Source: an optimization exercise on an open RTL-to-GDS flow (aim: small area). Production flows keep margins and buffers that such runs may drop. The RTL was checked by simulation tests, not by an equivalence proof against the original design. Power figures rest on the tool's default switching activity, not on a simulated workload.

`flow/constraint.sdc`:
```
create_clock -name core_clock -period 14.0 [get_ports {clk}]
set_input_delay 2.8000 -clock core_clock [delete_from_list [all_inputs] [get_ports {clk}]]
set_output_delay 2.8000 -clock core_clock [all_outputs]
set_load 0.01 [all_outputs]
```
`flow/font.hex`:
```
c0
00
00
00
00
00
00
00
ff
ff
ff
ff
ff
ff
ff
ff
aa
55
aa
55
aa
55
aa
55
00
00
00
00
00
00
00
00
40
16
59
9e
8a
9e
2b
ba
42
2f
d9
e1
4d
d8
9d
59
89
e1
43
c9
12
c9
ec
13
e6
00
e1
55
98
97
80
8d
a8
86
d5
23
3d
dc
5e
38
98
2f
a6
52
96
90
ec
15
26
0b
f9
d6
38
2a
01
70
c9
fc
46
72
d2
c7
51
fd
98
6a
26
55
13
42
55
a8
6a
99
61
69
35
5f
0a
40
a4
6f
a9
81
c8
d9
fc
a1
5c
b5
b1
7d
13
26
f6
15
4c
31
b0
21
ee
1c
44
1d
9b
fb
d8
bc
80
09
55
0c
4a
54
a5
37
f8
6c
96
03
4f
17
3d
fa
c9
96
20
92
59
a4
df
9e
24
a2
fe
05
97
f7
3c
fb
33
86
eb
65
f5
96
61
8e
eb
f1
d7
22
07
20
6d
84
32
a6
be
ff
1a
02
f1
a1
39
a5
d4
bb
fe
1a
22
cb
23
67
ca
3f
76
7a
92
4f
e3
5a
0d
b6
2c
e0
5a
5e
79
54
e3
34
c3
e4
2e
5e
f9
e9
53
7c
bd
55
d0
f1
fd
b3
ca
27
b3
b6
7c
3a
04
5a
26
cb
1a
24
44
5f
05
f7
9a
fd
97
39
74
a2
82
4b
ae
cd
a3
61
c0
c8
92
a1
4d
b7
92
c1
8b
3d
20
7d
fb
6d
02
5d
32
4f
aa
b3
c0
c9
19
94
97
58
1f
bc
27
b5
59
a8
f8
d8
68
64
11
90
26
5d
52
bf
a4
ab
74
e1
5c
61
f8
b4
61
32
2d
80
70
48
0b
86
7d
03
57
10
78
69
fd
e7
da
6f
e3
de
09
20
44
30
c4
07
48
81
f1
75
7a
32
09
ab
6e
55
56
4a
b7
6c
a9
94
c9
d7
a6
4c
b3
7d
52
e6
2e
04
06
ef
8a
82
06
d9
65
4e
64
84
72
fe
16
73
30
0a
e9
4a
7d
4e
14
42
72
8a
a9
3e
1a
1e
95
16
2d
e2
d7
42
44
09
0a
62
73
92
56
fe
ff
57
69
e1
f8
5d
7c
19
3c
d5
82
44
2b
1d
04
2d
e0
96
76
b3
7f
44
1f
f8
0d
0b
bd
ff
e4
47
55
12
08
33
4a
7f
c8
1c
f7
e6
e1
b7
6e
84
b8
60
22
78
10
54
91
b6
b4
20
35
bf
86
fd
29
67
4b
34
3f
75
44
77
ba
d4
b3
12
e3
8d
b9
1f
00
12
5e
6d
4c
3d
51
06
cb
9c
12
0e
30
59
d5
2d
10
06
40
45
fc
fc
fc
fc
fc
fc
fc
fc
```
`flow/design.v`:
```
module text2matrix (
    input  wire        clk,
    input  wire        rst,
    input  wire        invert,
    input  wire        cmd_valid,
    output wire        cmd_ready,
    input  wire [31:0] cmd,
    output wire [1:0]  status,
    output wire [7:0]  row,
    output wire [7:0]  col
);
    localparam [5:0] BLANK = 6'd3;
    localparam [5:0] TERM  = 6'd63;
    localparam [2:0] S_IDLE  = 3'd0;
    localparam [2:0] S_WTXT  = 3'd1;
    localparam [2:0] S_WFRM  = 3'd2;
    localparam [2:0] S_ENC   = 3'd3;
    localparam [2:0] S_INIT  = 3'd4;
    localparam [2:0] S_FILL  = 3'd5;
    localparam [2:0] S_SYNC  = 3'd6;
    localparam [2:0] S_SHOW  = 3'd7;
    reg  [7:0] font [0:511];
    initial $readmemh("font.hex", font);
    reg  [5:0]   t;           
    reg  [191:0] txr;         
    reg  [191:0] snr;         
    reg  [63:0]  ufr;         
    reg          inv;
    reg          busy;
    reg          pbv;
    reg  [2:0]   st;
    reg          draw;
    reg          render;
    reg          wphase;      
    reg          term;        
    reg  [5:0]   len;
    reg  [15:0]  arg;         
    reg  [7:0]   k;           
    reg  [2:0]   o;           
    reg  [2:0]   rp;          
    reg          pend;        
    reg  [5:0]   w0, w1, w2;  
    reg  [5:0]   pc;          
    reg          pv;
    reg  [5:0]   pidx;        
    reg  [7:0]   sh;          
    reg  [7:0]   cf;          
    reg  [2:0]   s;           
    reg          rv;          
    assign cmd_ready = ~busy;
    assign status    = {pbv, busy};
    assign row       = (rv ? (8'd1 << s) : 8'd0) ^ {8{inv}};
    assign col       = ~(cf ^ {8{inv}});
    wire [3:0]  op  = cmd[31:28];
    wire [3:0]  rsv = cmd[27:24];
    wire [15:0] a16 = cmd[23:8];
    wire [7:0]  a8  = cmd[7:0];
    wire accept = cmd_valid && !busy;
    wire ok_wtxt    = rsv == 4'd0 && op == 4'h1 && a16 < 16'd32;
    wire ok_wfrm    = rsv == 4'd0 && op == 4'h2 && a16 < 16'd8;
    wire ok_encode  = rsv == 4'd0 && op == 4'h3 && a8 == 8'd0 && a16 <= 16'd32 && !pbv;
    wire ok_animate = rsv == 4'd0 && op == 4'h4 && a16 == 16'd0 && a8 != 8'd0 && pbv;
    wire ok_release = rsv == 4'd0 && op == 4'h5 && a16 == 16'd0 && a8 == 8'd0 && pbv;
    wire ok_render  = rsv == 4'd0 && op == 4'h6 && a16 <= 16'd32 && a8 != 8'd0 && !pbv;
    wire ok_draw    = rsv == 4'd0 && op == 4'h7 && a8 == 8'd0;
    function [6:0] hold_of(input [7:0] sp);
        if      (sp > 8'd100) hold_of = 7'd0;
        else if (sp > 8'd50)  hold_of = 7'd1;
        else if (sp > 8'd33)  hold_of = 7'd2;
        else if (sp > 8'd25)  hold_of = 7'd3;
        else if (sp > 8'd20)  hold_of = 7'd4;
        else if (sp > 8'd16)  hold_of = 7'd5;
        else if (sp > 8'd14)  hold_of = 7'd6;
        else if (sp > 8'd12)  hold_of = 7'd7;
        else if (sp > 8'd11)  hold_of = 7'd8;
        else if (sp > 8'd10)  hold_of = 7'd9;
        else if (sp > 8'd9)   hold_of = 7'd10;
        else if (sp > 8'd8)   hold_of = 7'd11;
        else if (sp > 8'd7)   hold_of = 7'd12;
        else if (sp > 8'd6)   hold_of = 7'd14;
        else if (sp > 8'd5)   hold_of = 7'd16;
        else if (sp > 8'd4)   hold_of = 7'd20;
        else if (sp > 8'd3)   hold_of = 7'd25;
        else if (sp > 8'd2)   hold_of = 7'd33;
        else if (sp > 8'd1)   hold_of = 7'd50;
        else                  hold_of = 7'd100;
    endfunction
    function [5:0] code_of(input [7:0] ch);
        if (ch == 8'd0)                 code_of = TERM;
        else if (ch[7:6] != 2'b01)      code_of = BLANK;
        else if (ch[5:0] == 6'd63)      code_of = 6'd1;
        else                            code_of = ch[5:0];
    endfunction
    wire [3:0] pos  = {1'b0, o} + {1'b0, t[2:0]};
    wire [1:0] wsel = (pos >= 4'd12) ? 2'd2 : (pos >= 4'd6) ? 2'd1 : 2'd0;
    wire [3:0] gcol = pos - (wsel == 2'd2 ? 4'd12 : wsel == 2'd1 ? 4'd6 : 4'd0);
    wire [5:0] wch  = wsel == 2'd2 ? w2 : wsel == 2'd1 ? w1 : w0;
    wire [7:0] gdat = font[{wch, rp}];
    wire       gbit = gdat[3'd7 - gcol[2:0]];
    wire [2:0] utap = t[5:3] - rp;
    wire       ubit = ufr[{utap, 3'b000}];
    wire [7:0] sh_n = {sh[6:0], draw ? ubit : gbit};
    wire        bnd    = t[3:0] == 4'd15;
    wire        lo_nz  = arg[7:1] != 7'd0;
    wire        hi_nz  = draw && arg[15:8] != 8'd0;
    wire [14:0] dec    = arg[15:1] - 15'd1;
    wire [15:0] cnt_n  = (lo_nz || hi_nz) ? {dec, arg[0]} : {draw ? 8'd0 : arg[15:8], 8'd0};
    wire        more   = draw ? (cnt_n != 16'd0) : (cnt_n[7:0] != 8'd0);
    wire [7:0]  nb6    = {2'b00, len} * 8'd6 + 8'd7;
    wire        last_k = k[2:0] == 3'd7 && k[7:3] == nb6[7:3];
    wire        fetch  = !pv && t[4:0] == pidx[4:0];
    wire        tx_wr  = st == S_WTXT && t[4:0] == arg[12:8];
    wire [5:0]  tx0    = txr[5:0];
    wire        sn_wr  = st == S_ENC && wphase;
    wire [5:0]  sn_d   = (term || tx0 == TERM || {1'b0, t[4:0]} >= len) ? BLANK : tx0;
    wire        uf_wr  = st == S_WFRM && (wphase || t[5:0] == {arg[10:8], 3'b000});
    always @(posedge clk) begin
        txr <= {txr[185:0], txr[191:186]};
        if (tx_wr)
            txr[11:6] <= code_of(arg[7:0]);
        snr <= {snr[185:0], snr[191:186]};
        if (sn_wr)
            snr[11:6] <= sn_d;
        ufr <= {ufr[62:0], ufr[63]};
        if (uf_wr)
            ufr[1] <= arg[3'd7 - t[2:0]];
        sh <= sh_n;
    end
    always @(posedge clk) begin
        if (rst) begin
            inv    <= invert;
            t      <= 6'd0;
            busy   <= 1'b0;
            pbv    <= 1'b0;
            st     <= S_IDLE;
            rv     <= 1'b0;
            cf     <= 8'h00;
        end else begin
            t <= t + 6'd1;
            if (fetch) begin
                pc <= pidx[5] ? BLANK : snr[5:0];
                pv <= 1'b1;
            end
            case (st)
            S_IDLE: begin
                if (accept) begin
                    draw   <= 1'b0;
                    render <= ok_render;
                    wphase <= 1'b0;
                    if (ok_wtxt || ok_wfrm)
                        arg <= cmd[15:0];
                    if (ok_draw)
                        arg <= a16;
                    if (ok_animate || ok_render)
                        arg <= {1'b0, hold_of(a8), 1'b0, hold_of(a8)};
                    if (ok_encode || ok_render)
                        len <= a16[5:0];
                    if (ok_release)
                        pbv <= 1'b0;
                    if (ok_draw)
                        draw <= 1'b1;
                    if (ok_wtxt || ok_wfrm || ok_encode || ok_animate || ok_render || ok_draw)
                        busy <= 1'b1;
                    if (ok_wtxt)
                        st <= S_WTXT;
                    if (ok_wfrm)
                        st <= S_WFRM;
                    if (ok_encode || ok_render)
                        st <= S_ENC;
                    if (ok_animate || ok_draw)
                        st <= S_INIT;
                end
            end
            S_WTXT: begin
                if (tx_wr) begin
                    busy <= 1'b0;
                    st   <= S_IDLE;
                end
            end
            S_WFRM: begin
                if (uf_wr)
                    wphase <= 1'b1;
                if (wphase && t[2:0] == 3'd7) begin
                    busy <= 1'b0;
                    st   <= S_IDLE;
                end
            end
            S_ENC: begin
                if (sn_wr)
                    term <= term || tx0 == TERM;
                if (t[4:0] == 5'd31) begin
                    term   <= 1'b0;
                    wphase <= 1'b1;
                    if (wphase) begin
                        pbv <= 1'b1;
                        if (render)
                            st <= S_INIT;
                        else begin
                            busy <= 1'b0;
                            st   <= S_IDLE;
                        end
                    end
                end
            end
            S_INIT: begin
                rp   <= 3'd0;
                k    <= 8'd0;
                o    <= 3'd5;
                w0   <= BLANK;
                w1   <= BLANK;
                w2   <= BLANK;
                pv   <= 1'b0;
                pidx <= 6'd0;
                if (draw ? arg == 16'd0 : arg[7:0] == 8'd0) begin
                    busy <= 1'b0;
                    if (render)
                        pbv <= 1'b0;
                    st <= S_IDLE;
                end else
                    st <= draw ? S_SYNC : S_FILL;
            end
            S_FILL: begin
                if (pv) begin
                    if (pidx[0])
                        st <= S_SYNC;
                    else begin
                        w0   <= w1;
                        w1   <= w2;
                        w2   <= pc;
                        pv   <= 1'b0;
                        pidx <= pidx + 6'd1;
                    end
                end
            end
            S_SYNC: begin
                pend <= 1'b1;
                if (t[3:0] == 4'd7)
                    st <= S_SHOW;
            end
            S_SHOW: begin
                if (bnd) begin
                    if (!pend) begin
                        busy <= 1'b0;
                        if (render)
                            pbv <= 1'b0;
                        st <= S_IDLE;
                    end else begin
                        cf <= sh_n;
                        s  <= rp;
                        rv <= 1'b1;
                        if (more || draw) begin
                            arg  <= cnt_n;
                            rp   <= rp + 3'd1;
                            pend <= more;
                        end else if (last_k) begin
                            pend <= 1'b0;
                        end else begin
                            arg[7:0] <= arg[15:8];
                            rp <= 3'd0;
                            k  <= k + 8'd1;
                            if (o == 3'd5) begin
                                o    <= 3'd0;
                                w0   <= w1;
                                w1   <= w2;
                                w2   <= pc;
                                pv   <= 1'b0;
                                pidx <= pidx + 6'd1;
                            end else
                                o <= o + 3'd1;
                        end
                    end
                end
            end
            endcase
        end
    end
endmodule
```
`flow/run.sh`:
```
#!/bin/bash
# synth_recipe.tcl (not shown) runs the flow's synth.tcl, then flattens the netlist and writes it again
# the make line also repeats each setting of config.mk as NAME=value (left out here)
make -C /OpenROAD-flow-scripts/flow DESIGN_CONFIG=/design/flow/config.mk WORK_HOME=/design/flow/orfs CLKGATE_MAP_FILE= SYNTH_SCRIPT=/design/flow/synth_recipe.tcl finish
```
`flow/config.mk`:
```
export PLATFORM = sky130hd
export DESIGN_NAME = text2matrix
export DESIGN_NICKNAME = text2matrix
export VERILOG_FILES = /design/flow/design.v
export SDC_FILE = /design/flow/constraint.sdc
export NUM_CORES = 4
export LEC_CHECK = 0
export CAP_MARGIN = 20
export CORE_MARGIN = 2
export CORE_UTILIZATION = 60
export PLACE_DENSITY = 0.7
export SLEW_MARGIN = 20
```
==> notes.md <==
worst max-delay path by stage:
stage | slack [ps] | end | from | cells past startpoint
after CTS | 7340 | cf[0] | t[0] | 16
after floorplan | 8450 | pidx[1] | rst | 4
after global placement | 7660 | arg[11] | cmd[12] | 9
after detailed placement | 7300 | arg[10] | cmd[11] | 9
per-stage QoR:
step | total power, mW | std cells | area, um2 | util, % | hold WS [ps]
2_1_floorplan | 1.99 | 2216 | 22000 | - | 310
3_3_place_gp | 2.17 | 2630 | 22700 | 62.6 | 310
3_5_place_dp | 2.17 | 2630 | 22800 | 62.6 | 312
4_1_cts | 3.62 | 2722 | 24500 | 67.4 | 323
cells by family after synthesis:
family                   after synthesis  share of synthesized area (%)
multiplexers                          30                           1.71
AND/OR/NAND/NOR                      713                           15.3
AO/OA/AOI/OAI                        598                           19.0
buffers and inverters                201                           4.37
flip-flops                           551                           53.6
adder cells (fa/ha/maj)               56                           3.29
XOR/XNOR                              67                           2.70
layer usage:
metal  global-route usage (%)  overflow
met4                     59.1         2
met2                     80.6         1
met3                     46.0         0
met1                     64.3         0
met5                     20.3         0
power groups by stage:
| stage | logic (mW) | clock network (mW) | registers, mW |
|---|---|---|---|
| floorplan | 0.343 | 0 | 1.65 |
| global placement | 0.521 | 0 | 1.65 |
| detailed placement | 0.515 | 0 | 1.65 |
| CTS | 0.523 | 1.48 | 1.62 |
==> flow_summary_export.csv <==
group,metric,value,unit
status,stop_stage,"global routing (5_1_grt)",
grt,antenna_found_initial,22,
synth,synth-seq-cells,551,
synth,syn_nets,2308,
synth,synth-main-ff-cell,"dfxtp_1",
synth,yosysTopAreaCell,"dfxtp_1",
clock_tree,cts_max_level,2,
synth,synth_area,0.0220,mm2
clock_tree,cts_buffers,49,
grt,grt_max_degree,169,
synth,synth_top_area_share,43.2,%
floorplan,initial_core_util,60.5,%
grt,grt-ovfl-total,3,
status,status,"did not finish",
synth,yosysWarnings,1,
placed_design,place.gp.congestion,1.14,
synth,synthTopCellsByArea,"dfxtp_1 43%, edfxtp_1 10%, nor2_1 3.4%",
floorplan,die_w,196,um
clock_tree,clock-sinks,551,
synth,synth-async-reset-ratio,0,%
status,error,"[ERROR GRT-0232] Routing congestion too high. Check the congestion heatmap in the GUI.",
clock_tree,root_buffer,"clkbuf_16",
clock_tree,holdBufCountCts,0,
synth,synth_seq_area_share,53.6,%
placed_design,hpwl,60.9,mm
synth,synthTopCellsByCount,"475 x dfxtp_1, 198 x nor2_1, 191 x nand2_1, 116 x a21oi_1, 115 x o21ai_0",
synth,synth.distinct_cells,99,
synth,synth_edf_count,76,
synth,avgSynthCellArea,9.93,um2
grt,track_usage,63.0,%
clock_tree,max-clock-path-buffers,3,
clock_tree,cts_resized,0,
floorplan,rows,70,
floorplan,num_io_pins,55,
placed_design,io_buffers,54,
clock_tree,cts_setup_buffers,0,
placed_design,dp_slack,7300,ps
floorplan,fp.dieH,196,um
synth,syn_inst,2216,
synth,yosysMostFrequentCell,"dfxtp_1",
